From an optimization exercise on the open Yosys and OpenROAD flow, aimed at small area, a short achievable clock period and few clock cycles; shortcuts taken in it are not production practice. Function was checked by simulation only, so behaviour that the tests miss may differ from the original. Power is estimated from default activity; no workload was simulated.

==> job 4456 <==
// fcs_stats
module fcs_stats (
    input             clk,
    input             rst,
    input             req_valid,
    output            req_ready,
    input      [63:0] req_word,
    input             push_valid,
    input      [15:0] push_count,
    output reg        resp_valid,
    output     [31:0] resp_res,
    output     [55:0] resp_str,
    output     [2:0]  resp_len,
    output     [2:0]  resp_fault
);
clock: 9.0 ns
lec_check: 0
abc_area: 1
cap_margin: 20
core_margin: 2
core_utilization: 55
place_density: 0.7
setup_slack_margin: 1.0
slew_margin: 20
run.sh (not shown) runs the stock make flow with config.mk's settings and CLKGATE_MAP_FILE= SYNTH_SCRIPT=/design/flow/synth_recipe.tcl, a recipe that flattens the netlist after the stock synthesis.
==> job 7049 (differences from job 4456) <==
--- a/flow/design.v
+++ b/flow/design.v
@@ -49,11 +49,13 @@
     reg [17:0] s_newer;
     reg [17:0] s_short;
     reg [15:0] s_rlong;
     reg        busy;           
     reg        st1;            
-    reg        st2;            
+    reg        fl_e, fl_d;     
+    reg        dr_wait;        
+    reg        s_exc, s_drift;
     reg        dv_run;         
     reg [2:0]  dv_cnt;
     reg        sq_run;
     reg [1:0]  sq_cnt;
     reg [2:0]  fault_r;
@@ -226,22 +228,19 @@
         else                          s_tol = 7'd0;
     end
     wire [19:0] eD, dD;
     fcs_sub20 u_esub (.a({4'd0, s_rlong}), .b({4'd0, s_rshort}), .d(eD));
     fcs_sub20 u_dsub (.a({1'b0, s_newer, 1'b0}), .b({1'b0, s_total}), .d(dD));
-    wire [18:0] eX = eD[18:0] ^ {19{eD[19]}};
-    wire [18:0] dX = dD[18:0] ^ {19{dD[19]}};
-    wire [12:0] eQ = {(eX[18:11] != 8'd0) || (eD[19] && (eX[10:0] == 11'h7FF)), eD[19], eX[10:0]};
-    wire [12:0] dQ = {(dX[18:11] != 8'd0) || (dD[19] && (dX[10:0] == 11'h7FF)), dD[19], dX[10:0]};
-    reg  [12:0] s_de, s_dd;
-    wire [12:0] tQ  = t_exc ? s_de : s_dd;
-    wire        tBig = tQ[12];
+    wire [19:0] tD  = fl_e ? eD : dD;
+    wire        tS  = tD[19];
+    wire [18:0] tX  = tD[18:0] ^ {19{tS}};
+    wire        tBig = (tX[18:11] != 8'd0) || (tS && (tX[10:0] == 11'h7FF));
     wire [13:0] thr = s_rlong[15:2];
-    wire [23:0] tR1 = t_exc ? ~{6'd0, thr, 4'd0} : ~{2'd0, s_total, 3'd0};
-    wire [23:0] tR2 = t_exc ? ~{8'd0, thr, 2'd0} : {5'd0, s_total};
+    wire [23:0] tR1 = fl_e ? ~{6'd0, thr, 4'd0} : ~{2'd0, s_total, 3'd0};
+    wire [23:0] tR2 = fl_e ? ~{8'd0, thr, 2'd0} : {5'd0, s_total};
     wire        tNeg;
-    fcs_tst u_tst (.e(tQ[10:0]), .s(tQ[11]), .r1(tR1), .r2(tR2), .c0(t_exc), .neg(tNeg));
+    fcs_tst u_tst (.e(tX[10:0]), .s(tS), .r1(tR1), .r2(tR2), .c0(fl_e), .neg(tNeg));
     wire        t_fire = tBig || !tNeg;
     reg [31:0] snap_val;
     always @(*) begin
         case (snap_sel)
             4'd0:    snap_val = {31'd0, s_avail};
@@ -315,21 +314,24 @@
             fmt_str[55 - 8*k -: 8] = !inr ? 8'h00 : isdot ? 8'h2E : bl ? 8'h20 : {4'h3, nib};
         end
     end
     assign resp_fault = fault_r;
     assign resp_res   = t_snap  ? snap_val :
-                        (t_exc || t_drift) ? {31'd0, t_fire} :
+                        t_exc   ? {31'd0, s_exc} :
+                        t_drift ? {31'd0, s_drift} :
                         t_sqrt  ? {16'd0, fi_root} :
                         {28'd0, small_r};
     assign resp_str   = fmt_str;
     assign resp_len   = fmt_len;
     always @(posedge clk) begin
         if (rst) begin
             resp_valid <= 1'b0;
             busy       <= 1'b0;
             st1        <= 1'b0;
-            st2        <= 1'b0;
+            fl_e       <= 1'b0;
+            fl_d       <= 1'b0;
+            dr_wait    <= 1'b0;
             dv_run     <= 1'b0;
             sq_run     <= 1'b0;
             cursor     <= 3'd7;
             valid      <= 4'd0;
             c_cursor   <= 3'd7;
@@ -344,22 +346,28 @@
         end else begin
             resp_valid <= 1'b0;
             cursor <= cursor_p;
             valid  <= valid_p;
             st1  <= 1'b0;
-            st2 <= 1'b0;
-            if (st2) begin
-                s_de <= eQ;
-                s_dd <= dQ;
+            fl_e <= 1'b0;
+            fl_d <= fl_e;
+            if (fl_e)
+                s_exc <= t_fire;
+            else if (fl_d)
+                s_drift <= t_fire;
+            if (dr_wait) begin
+                dr_wait    <= 1'b0;
+                busy       <= 1'b0;
+                resp_valid <= 1'b1;
             end
             if (st1) begin
                 s_short <= sum_short;
                 s_newer <= sum_newer;
                 s_total <= sum_total;
                 if (s_window[3] || s_window[2:0] == 3'd4) begin
                     s_rlong    <= s_window[3] ? sum_total[18:3] : sum_total[17:2];
-                    st2        <= 1'b1;
+                    fl_e       <= 1'b1;
                     busy       <= 1'b0;
                     resp_valid <= 1'b1;
                 end else begin
                     x      <= {1'b0, sum_total, 4'd0};
                     sq_rem <= 17'd0;
@@ -372,11 +380,11 @@
                 sq_rem  <= {14'd0, dv_rm};
                 x       <= {x[19:0], 4'd0};
                 dv_cnt  <= dv_cnt + 3'd1;
                 if (dv_cnt == 3'd4) begin
                     dv_run     <= 1'b0;
-                    st2        <= 1'b1;
+                    fl_e       <= 1'b1;
                     busy       <= 1'b0;
                     resp_valid <= 1'b1;
                 end
             end
             if (sq_run) begin
@@ -437,12 +445,20 @@
                     OP_RB_EXCURSION: begin
                         if (!s_avail) fault_r <= F_STATS_UNAV;
                         else          t_exc   <= 1'b1;
                     end
                     OP_RB_DRIFT: begin
-                        if (!s_avail) fault_r <= F_STATS_UNAV;
-                        else          t_drift <= 1'b1;
+                        if (!s_avail) begin
+                            fault_r <= F_STATS_UNAV;
+                        end else begin
+                            t_drift <= 1'b1;
+                            if (fl_e) begin
+                                dr_wait    <= 1'b1;
+                                busy       <= 1'b1;
+                                resp_valid <= 1'b0;
+                            end
+                        end
                     end
                     OP_RB_SHRINK: begin
                         valid <= (valid_p > SHORT) ? SHORT : valid_p;
                     end
                     OP_SNAP_READ: begin
Settings changed: CORE_UTILIZATION 55 to 45, CTS_BUF_LIST set to sky130_fd_sc_hd__clkbuf_8, PLACE_DENSITY 0.7 to 0.6, SETUP_SLACK_MARGIN 1.0 to 1.25.
==> summary of the runs <==
Of job 7049 and job 4456, job 7049 has the higher die area (gap 21%, measured against job 4456). Of job 7049 and job 4456, job 7049 has the higher register-to-register slack (gap 170 ps). Between job 4456 and job 7049, the lower wire length is in job 4456 (gap 9.7%, measured against job 7049). Of job 7049 and job 4456, job 7049 has the higher non-clock buffer count (gap 43).
==> figures <==
metric                                                            job 4456                   job 7049
Initial cell density of the core                                    55.37%                     45.33%
Fmax                                                             127.6 MHz                  130.5 MHz
Crit path max fanout                                                     5                          7
Post-synth EDFFs                                                       249                        225
Adder-Cell Fraction of Synth Area                                   22.22%                     22.81%
Length in cells of the worst reg-to-reg path                            50                         53
Max stage delay cell, worst path                     sky130_fd_sc_hd__fa_2  sky130_fd_sc_hd__edfxtp_1
Run status                                        timing/DRC/antenna clean   timing/DRC/antenna clean
Time the worst path needs with I/O delays and setup                7839 ps                    7662 ps
Placed cell areas                                            0.04212 sq mm              0.04232 sq mm
Testbench counts of job 4456, summed over its fixed seeds: cycles 20,287.
Testbench counts of job 7049, summed over its fixed seeds: cycles 20,287.

---

==> job 4892: inputs <==
RTL: one of the versions met above, not the one the previous note started from.
make LEC_CHECK=0 ABC_AREA=1 CAP_MARGIN=20 CORE_MARGIN=2 CORE_UTILIZATION=45 CTS_BUF_LIST=sky130_fd_sc_hd__clkbuf_8 PLACE_DENSITY=0.65 SETUP_SLACK_MARGIN=1.0 SLEW_MARGIN=20 finish   # period 9.0 ns
==> inputs of job 1810, as changes to job 4892 <==
--- a/flow/config.mk
+++ b/flow/config.mk
@@ -10,6 +10,7 @@
 export CORE_MARGIN = 2
-export CORE_UTILIZATION = 45
+export CORE_UTILIZATION = 35
 export CTS_BUF_LIST = sky130_fd_sc_hd__clkbuf_8
-export PLACE_DENSITY = 0.65
+export PLACE_DENSITY = 0.6
 export SETUP_SLACK_MARGIN = 1.0
 export SLEW_MARGIN = 20
+export TNS_END_PERCENT = 10
==> inputs of job 4023, as changes to job 4892 <==
--- a/flow/config.mk
+++ b/flow/config.mk
@@ -10,5 +10,5 @@
 export CORE_MARGIN = 2
-export CORE_UTILIZATION = 45
-export CTS_BUF_LIST = sky130_fd_sc_hd__clkbuf_8
-export PLACE_DENSITY = 0.65
+export CORE_UTILIZATION = 55
+export CTS_BUF_LIST = sky130_fd_sc_hd__clkbuf_4
+export PLACE_DENSITY = 0.7
 export SETUP_SLACK_MARGIN = 1.0
==> inputs of job 2799, as changes to job 4892 <==
--- a/flow/config.mk
+++ b/flow/config.mk
@@ -10,5 +10,4 @@
 export CORE_MARGIN = 2
-export CORE_UTILIZATION = 45
-export CTS_BUF_LIST = sky130_fd_sc_hd__clkbuf_8
-export PLACE_DENSITY = 0.65
+export CORE_UTILIZATION = 55
+export PLACE_DENSITY = 0.7
 export SETUP_SLACK_MARGIN = 1.0
==> results.txt <==
Job 1810 completed with no timing, DRC or antenna violations. Job 4892 finished with timing, DRC and antenna clean. Job 2799 went through all stages and came out clean. Job 4023 passed the timing, design-rule and antenna checks. Clock power is about the same in job 4892 and job 4023. Non-clock buffer count, highest first: job 1810, job 4023, job 2799, job 4892. In job 2799 the hold slack is higher than in job 4892, by 31 ps. The lowest final area belongs to job 4892, the highest to job 1810. Between job 4892 and job 2799, the lower via count is in job 4892 (gap 0.46%, measured against job 2799).
==> figures <==
Slew at the pin with the worst max-slew slack: job 2799 1102 ps; job 4023 1088 ps; job 1810 1281 ps; job 4892 1168 ps
Die area: job 2799 73540 um2; job 4023 73540 um2; job 1810 114900 um2; job 4892 89630 um2
Number of signal-net inverters in the final layout: job 2799 894; job 4023 896; job 1810 895; job 4892 895
Global routing met3 resource utilization: job 2799 6.997%; job 4023 7.200%; job 1810 3.140%; job 4892 3.950%
Worst reg-to-reg path cell count: job 2799 53; job 4023 53; job 1810 40; job 4892 42
Run status: job 2799 timing/DRC/antenna clean; job 4023 timing/DRC/antenna clean; job 1810 timing/DRC/antenna clean; job 4892 timing/DRC/antenna clean
Max Fanout on Critical Path: job 2799 13; job 4023 24; job 1810 7; job 4892 8
Worst setup skew after layout: job 2799 34.76 ps; job 4023 87.73 ps; job 1810 69.47 ps; job 4892 61.80 ps
Core region area: job 2799 70390 um2; job 4023 70390 um2; job 1810 111000 um2; job 4892 86620 um2
RSZ-0062 raised after global routing: job 2799 true; job 4023 true; job 1810 true; job 4892 false
DRT iter0 DRCs: job 2799 4128; job 4023 3980; job 1810 3385; job 4892 3406
DR vias/cell: job 2799 5.851; job 4023 5.819; job 1810 5.334; job 4892 5.613
Testbench counts of job 4892, summed over its fixed seeds: cycles 20,287.
Testbench counts of job 1810, summed over its fixed seeds: cycles 20,287.
Testbench counts of job 4023, summed over its fixed seeds: cycles 20,287.
Testbench counts of job 2799, summed over its fixed seeds: cycles 20,287.

---

==> inputs of build 75 <==
fcs_stats, a different RTL version from the one above (not shown whole).
==> flow/config.mk <==
export PLATFORM = sky130hd
export DESIGN_NAME = fcs_stats
export DESIGN_NICKNAME = fcs_stats
export VERILOG_FILES = /design/flow/design.v
export SDC_FILE = /design/flow/constraint.sdc
export NUM_CORES = 4
export LEC_CHECK = 0
export ABC_AREA = 1
export CAP_MARGIN = 20
export CORE_MARGIN = 2
export CORE_UTILIZATION = 55
export PLACE_DENSITY = 0.7
export SETUP_SLACK_MARGIN = 1.5
export SLEW_MARGIN = 20
==> flow/constraint.sdc <==
create_clock -name core_clock -period 9.0 [get_ports {clk}]
set_input_delay 1.8000 -clock core_clock [delete_from_list [all_inputs] [get_ports {clk}]]
set_output_delay 1.8000 -clock core_clock [all_outputs]
set_load 0.01 [all_outputs]
==> build 51 (differences from build 75) <==
--- a/flow/design.v
+++ b/flow/design.v
@@ -35,17 +35,16 @@
     reg [2:0]  cursor;
     reg [3:0]  valid;
     wire [2:0] cursor_p = push_valid ? cursor + 3'd1 : cursor;
     wire [3:0] valid_p  = (push_valid && !valid[3]) ? valid + 4'd1 : valid;
     always @(posedge clk) begin
         if (push_valid)
             rb[cursor_p] <= push_count;
     end
-    reg [7:0]  nxt_oh;
     reg [2:0]  c_cursor;
     reg [3:0]  c_valid;
     reg        range_hi;
     reg        s_avail;
     reg [3:0]  s_window;
     reg [18:0] s_total;
     reg [17:0] s_newer;
     reg [17:0] s_short;
@@ -56,17 +55,17 @@
     reg        dr_wait;        
     reg        s_exc, s_drift;
     reg        dv_run;         
     reg [2:0]  dv_cnt;
     reg        sq_run;
     reg [1:0]  sq_cnt;
     reg [2:0]  fault_r;
     reg [3:0]  small_r;
-    reg        t_snap, t_exc, t_drift, t_sqrt, t_fmt;
+    reg        t_snap, t_exc, t_drift, t_sqrt;
     reg [3:0]  snap_sel;
     reg [2:0]  f_p, f_d;
     reg [23:0] x;              
     reg [16:0] sq_rem;
     reg [15:0] sq_root;
     assign req_ready = !busy;
     wire accept = req_valid && !busy;
     wire [4:0]  op  = req_word[63:59];
@@ -96,17 +95,16 @@
             next_hi = 1'b1;
         else if (range_hi && opa < T_DOWN)
             next_hi = 1'b0;
     end
     wire [3:0] sel_base   = next_hi ? W_HIGH : CAP;
     wire [3:0] sel_window = (sel_base < c_valid) ? sel_base : c_valid;
     wire       opa_small = (opa[31:4] == 28'd0);
     wire       win_bad   = !opa_small || (opa[3:0] < SHORT) || (opa[3:0] > c_valid);
-    wire       win_fast  = (opa[3:0] == 4'd4) || (opa[3:0] == 4'd8);
     reg fmt_vok;
     always @(*) begin
         case (opc[2:0])
             3'd1:    fmt_vok = opa < 32'd10;
             3'd2:    fmt_vok = opa < 32'd100;
             3'd3:    fmt_vok = opa < 32'd1000;
             3'd4:    fmt_vok = opa < 32'd10000;
             3'd5:    fmt_vok = opa < 32'd100000;
@@ -146,40 +144,38 @@
         it_rem = sq_rem; it_root = sq_root;
         fi_root = sq_root;
         for (r = 0; r < SQ_K; r = r + 1) begin
             {it_rem, it_root} = sq_row(it_rem, it_root, x[23 - 2*r -: 2]);
             if (r == SQ_F - 1)
                 fi_root = it_root;
         end
     end
-    reg  [15:0] rbn [0:CAP-1];
     reg  [3:0]  a_sel, a_mn, a_mf;
+    reg  [3:0]  st_sel, st_mn, st_mf;
     reg  [2:0]  age;
     integer j;
     always @(*) begin
-        for (j = 0; j < CAP; j = j + 1)
-            rbn[j] = (push_valid && nxt_oh[j]) ? push_count : rb[j];
         for (j = 0; j < 4; j = j + 1) begin
             age      = c_cursor - j[2:0];
             a_sel[j] = age[2];
             a_mn[j]  = (age[1:0] < 2'd2) ||
                        ((opa[3] || (opa[2] && opa[1])) && age[1:0] == 2'd2) ||
                        (opa[3] && age[1:0] == 2'd3);
             a_mf[j]  = opa[3] || (opa[2] && (age[1:0] < opa[1:0]));
         end
     end
     reg [15:0] nv [0:3];
     reg [15:0] nm [0:3];
     reg [15:0] fm [0:3];
     always @(*) begin
         for (j = 0; j < 4; j = j + 1) begin
-            nv[j] = a_sel[j] ? rbn[j + 4] : rbn[j];
-            nm[j] = nv[j] & {16{a_mn[j]}};
-            fm[j] = (a_sel[j] ? rbn[j] : rbn[j + 4]) & {16{a_mf[j]}};
+            nv[j] = st_sel[j] ? rb[j + 4] : rb[j];
+            nm[j] = nv[j] & {16{st_mn[j]}};
+            fm[j] = (st_sel[j] ? rb[j] : rb[j + 4]) & {16{st_mf[j]}};
         end
     end
     wire [17:0] sum_short, sum_newer;
     wire [18:0] sum_total;
     fcs_sums u_sums (.n0(nv[0]), .n1(nv[1]), .n2(nv[2]), .n3(nv[3]),
                      .f0(fm[0]), .f1(fm[1]), .f2(fm[2]), .f3(fm[3]),
                      .m0(nm[0]), .m1(nm[1]), .m2(nm[2]), .m3(nm[3]),
                      .short(sum_short), .total(sum_total), .newer(sum_newer));
@@ -282,92 +278,103 @@
             for (i = 19; i >= 0; i = i - 1) begin
                 for (k = 0; k < 6; k = k + 1)
                     b[4*k +: 4] = add3(b[4*k +: 4]);
                 b = {b[22:0], v[i]};
             end
             bin2bcd = b;
         end
     endfunction
-    wire [23:0] bcd = x[23:0];
+    wire [2:0]  ipart   = f_d - f_p;
+    wire        has_dot = (f_p != 3'd0);
+    wire [2:0]  fmt_len = has_dot ? f_d + 3'd1 : f_d;
     reg  [5:0]  blank;       
     reg  [55:0] fmt_str;
-    wire [2:0]  fmt_len = (f_p != 3'd0) ? f_d + 3'd1 : f_d;
-    reg         zabove;
-    reg  [2:0]  jsel;
-    reg         after, isdot, inr;
+    reg         zpre;
+    reg  [2:0]  sl;
     reg  [3:0]  nib;
-    reg         bl;
-    integer     jj, k;
+    reg         bl, isdot, inr;
+    integer     s, k;
     always @(*) begin
-        zabove = 1'b1;
-        for (jj = 5; jj >= 0; jj = jj - 1) begin
-            zabove    = zabove && (bcd[4*jj +: 4] == 4'd0);
-            blank[jj] = zabove && (jj > f_p);
+        zpre = 1'b1;
+        for (s = 0; s < 6; s = s + 1) begin
+            zpre     = zpre && (x[23 - 4*s -: 4] == 4'd0);
+            blank[s] = zpre && ({1'b0, s[2:0]} + 4'd1 < {1'b0, ipart});
         end
         for (k = 0; k < 7; k = k + 1) begin
-            after = (f_p != 3'd0) && ({1'b0, f_p} + k > {1'b0, f_d});
-            isdot = (f_p != 3'd0) && ({1'b0, f_p} + k == {1'b0, f_d});
-            inr   = (k < fmt_len);
-            jsel  = f_d - 3'd1 - k[2:0] + {2'b0, after};
-            nib   = bcd[4*jsel +: 4];
-            bl    = blank[jsel];
+            isdot = has_dot && (ipart == k[2:0]);
+            sl    = (has_dot && k[2:0] > ipart) ? k[2:0] - 3'd1 : k[2:0];
+            case (sl)
+                3'd0:    begin nib = x[23:20]; bl = blank[0]; end
+                3'd1:    begin nib = x[19:16]; bl = blank[1]; end
+                3'd2:    begin nib = x[15:12]; bl = blank[2]; end
+                3'd3:    begin nib = x[11:8];  bl = blank[3]; end
+                3'd4:    begin nib = x[7:4];   bl = blank[4]; end
+                default: begin nib = x[3:0];   bl = blank[5]; end
+            endcase
+            inr   = (k[2:0] < fmt_len);
             fmt_str[55 - 8*k -: 8] = !inr ? 8'h00 : isdot ? 8'h2E : bl ? 8'h20 : {4'h3, nib};
         end
     end
     assign resp_fault = fault_r;
     assign resp_res   = t_snap  ? snap_val :
                         t_exc   ? {31'd0, s_exc} :
                         t_drift ? {31'd0, s_drift} :
                         t_sqrt  ? {16'd0, fi_root} :
                         {28'd0, small_r};
-    assign resp_str   = t_fmt ? fmt_str : 56'd0;
-    assign resp_len   = t_fmt ? fmt_len : 3'd0;
+    assign resp_str   = fmt_str;
+    assign resp_len   = fmt_len;
     always @(posedge clk) begin
         if (rst) begin
             resp_valid <= 1'b0;
             busy       <= 1'b0;
             st1        <= 1'b0;
             fl_e       <= 1'b0;
             fl_d       <= 1'b0;
             dr_wait    <= 1'b0;
             dv_run     <= 1'b0;
             sq_run     <= 1'b0;
             cursor     <= 3'd7;
-            nxt_oh     <= 8'd1;
             valid      <= 4'd0;
             c_cursor   <= 3'd7;
             c_valid    <= 4'd0;
             range_hi   <= 1'b0;
             s_avail    <= 1'b0;
             s_window   <= 4'd0;
             s_total    <= 19'd0;
             s_newer    <= 18'd0;
             s_short    <= 18'd0;
             s_rlong    <= 16'd0;
         end else begin
             resp_valid <= 1'b0;
             cursor <= cursor_p;
-            nxt_oh <= push_valid ? {nxt_oh[6:0], nxt_oh[7]} : nxt_oh;
             valid  <= valid_p;
             st1  <= 1'b0;
             fl_e <= 1'b0;
             fl_d <= fl_e;
             if (fl_e)
                 s_exc <= t_fire;
             else if (fl_d)
                 s_drift <= t_fire;
             if (dr_wait) begin
                 dr_wait    <= 1'b0;
                 busy       <= 1'b0;
                 resp_valid <= 1'b1;
             end
             if (st1) begin
-                if (!(s_window[3] || s_window[2:0] == 3'd4)) begin
-                    x      <= {1'b0, s_total, 4'd0};
+                s_short <= sum_short;
+                s_newer <= sum_newer;
+                s_total <= sum_total;
+                if (s_window[3] || s_window[2:0] == 3'd4) begin
+                    s_rlong    <= s_window[3] ? sum_total[18:3] : sum_total[17:2];
+                    fl_e       <= 1'b1;
+                    busy       <= 1'b0;
+                    resp_valid <= 1'b1;
+                end else begin
+                    x      <= {1'b0, sum_total, 4'd0};
                     sq_rem <= 17'd0;
                     dv_cnt <= 3'd0;
                     dv_run <= 1'b1;
                 end
             end
             if (dv_run) begin
                 s_rlong <= {s_rlong[11:0], dv_q};
                 sq_rem  <= {14'd0, dv_rm};
@@ -393,17 +400,18 @@
             end
             if (accept) begin
                 fault_r <= F_NONE;
                 small_r <= 4'd0;
                 t_snap  <= 1'b0;
                 t_exc   <= 1'b0;
                 t_drift <= 1'b0;
                 t_sqrt  <= 1'b0;
-                t_fmt   <= 1'b0;
+                f_p     <= 3'd0;
+                f_d     <= 3'd0;
                 resp_valid <= 1'b1;
                 if (!legal) begin
                     fault_r <= F_ILLEGAL_OP;
                 end else begin
                     case (op)
                     OP_RB_COPY: begin
                         c_cursor <= cursor_p;
                         c_valid  <= valid_p;
@@ -421,26 +429,22 @@
                             s_short  <= 18'd0;
                             s_rlong  <= 16'd0;
                         end else if (win_bad) begin
                             fault_r <= F_BAD_WINDOW;
                         end else begin
                             s_avail  <= 1'b1;
                             s_window <= opa[3:0];
                             small_r  <= 4'd1;
-                            s_short    <= sum_short;
-                            s_newer    <= sum_newer;
-                            s_total    <= sum_total;
-                            s_rlong    <= opa[3] ? sum_total[18:3] : sum_total[17:2];
+                            st_sel     <= a_sel;
+                            st_mn      <= a_mn;
+                            st_mf      <= a_mf;
                             st1        <= 1'b1;
-                            fl_e       <= win_fast;
-                            if (!win_fast) begin
-                                busy       <= 1'b1;
-                                resp_valid <= 1'b0;
-                            end
+                            busy       <= 1'b1;
+                            resp_valid <= 1'b0;
                         end
                     end
                     OP_RB_EXCURSION: begin
                         if (!s_avail) fault_r <= F_STATS_UNAV;
                         else          t_exc   <= 1'b1;
                     end
                     OP_RB_DRIFT: begin
                         if (!s_avail) begin
@@ -470,18 +474,17 @@
                         sq_run     <= 1'b1;
                         busy       <= 1'b1;
                         resp_valid <= 1'b0;
                     end
                     default: begin   
                         if (!fmt_ok) begin
                             fault_r <= F_FMT_RANGE;
                         end else begin
-                            t_fmt <= 1'b1;
-                            x     <= bin2bcd(opa[19:0]);
+                            x     <= bin2bcd(opa[19:0]) << (4 * (3'd6 - opc[2:0]));
                             f_p   <= opb[2:0];
                             f_d   <= opc[2:0];
                         end
                     end
                     endcase
                 end
             end
         end
--- a/flow/config.mk
+++ b/flow/config.mk
@@ -4,11 +4,13 @@
 export VERILOG_FILES = /design/flow/design.v
 export SDC_FILE = /design/flow/constraint.sdc
 export NUM_CORES = 4
 export LEC_CHECK = 0
 export ABC_AREA = 1
 export CAP_MARGIN = 20
 export CORE_MARGIN = 2
 export CORE_UTILIZATION = 55
+export CTS_BUF_LIST = sky130_fd_sc_hd__clkbuf_8
 export PLACE_DENSITY = 0.7
 export SETUP_SLACK_MARGIN = 1.5
 export SLEW_MARGIN = 20
+export TNS_END_PERCENT = 5
==> flow_summary_export.csv <==
group,metric,value,unit
layout,flops_and_latches,324,
logic_synthesis,synth_top_family_by_area,"adder cells",
status,status,"finished clean",
global_routing,grt_max_degree,73,
clocking,cts_setup_buffers,49,
sta,fin_skew,0.0708,ns
placed_design,placed_cells,6423,
setup_path,path_buf_inv,8,
the above is filed under build 51

==> flow_summary_export.csv <==
group,metric,value,unit
status,status,"finished with violations",
status,failed_checks,"max-capacitance violations, max-slew violations",
sta,drv_slew,20,
run,maxCapViolCount,1,
setup_path,path_buf_inv,5,
placed_design,placed_cells,7231,
layout,flops_and_latches,321,
sta,fin_skew,0.0474,ns
the above is filed under build 75

Testbench counts of build 75, summed over its fixed seeds: cycles 18,756.
Testbench counts of build 51, summed over its fixed seeds: cycles 20,287.

-- afterwards: timing with drivers on the ports --
How much do the figures lean on ideal ports? The routed layouts below were timed once more, with nothing changed but the port constraints. Step 1 sets driving cells, clkbuf_16 on the clock port and buf_2 on the other inputs (assumed; they add their load-dependent delay and slew). Step 2, shift: input delay + t, output delay - t, t = (earliest + latest rising clock arrival at the registers) / 2. This alone moves slack from input paths to output paths. Three values: ideal ports, drivers, drivers and shift; two values: the first two.
| run | shift t [ns] | setup WS [ns] | worst setup path after step 2 |
|---|---|---|---|
| job 4456 | 0.653 | 1.161 / 1.094 / 0.839 | input to register |
| job 7049 | 0.757 | 1.338 / 1.338 / 0.935 | input to register |
| job 4892 | 0.764 | 1.377 / 1.377 / 0.794 | input to register |
| job 1810 | 0.758 | 1.205 / 1.187 / 0.772 | input to register |
| job 4023 | 0.915 | 1.158 / 1.110 / 0.751 | input to register |
| job 2799 | 0.657 | 1.137 / 1.137 / 0.923 | input to register |
| build 75 | 0.635 | 1.258 / 1.271 / 0.642 | input to register |
| build 51 | 0.748 | 1.141 / 1.141 / 0.622 | input to register |
For build 75, which loses most, drivers alone change the setup slack by +0.013 ns; drivers and shift together by -0.616 ns.
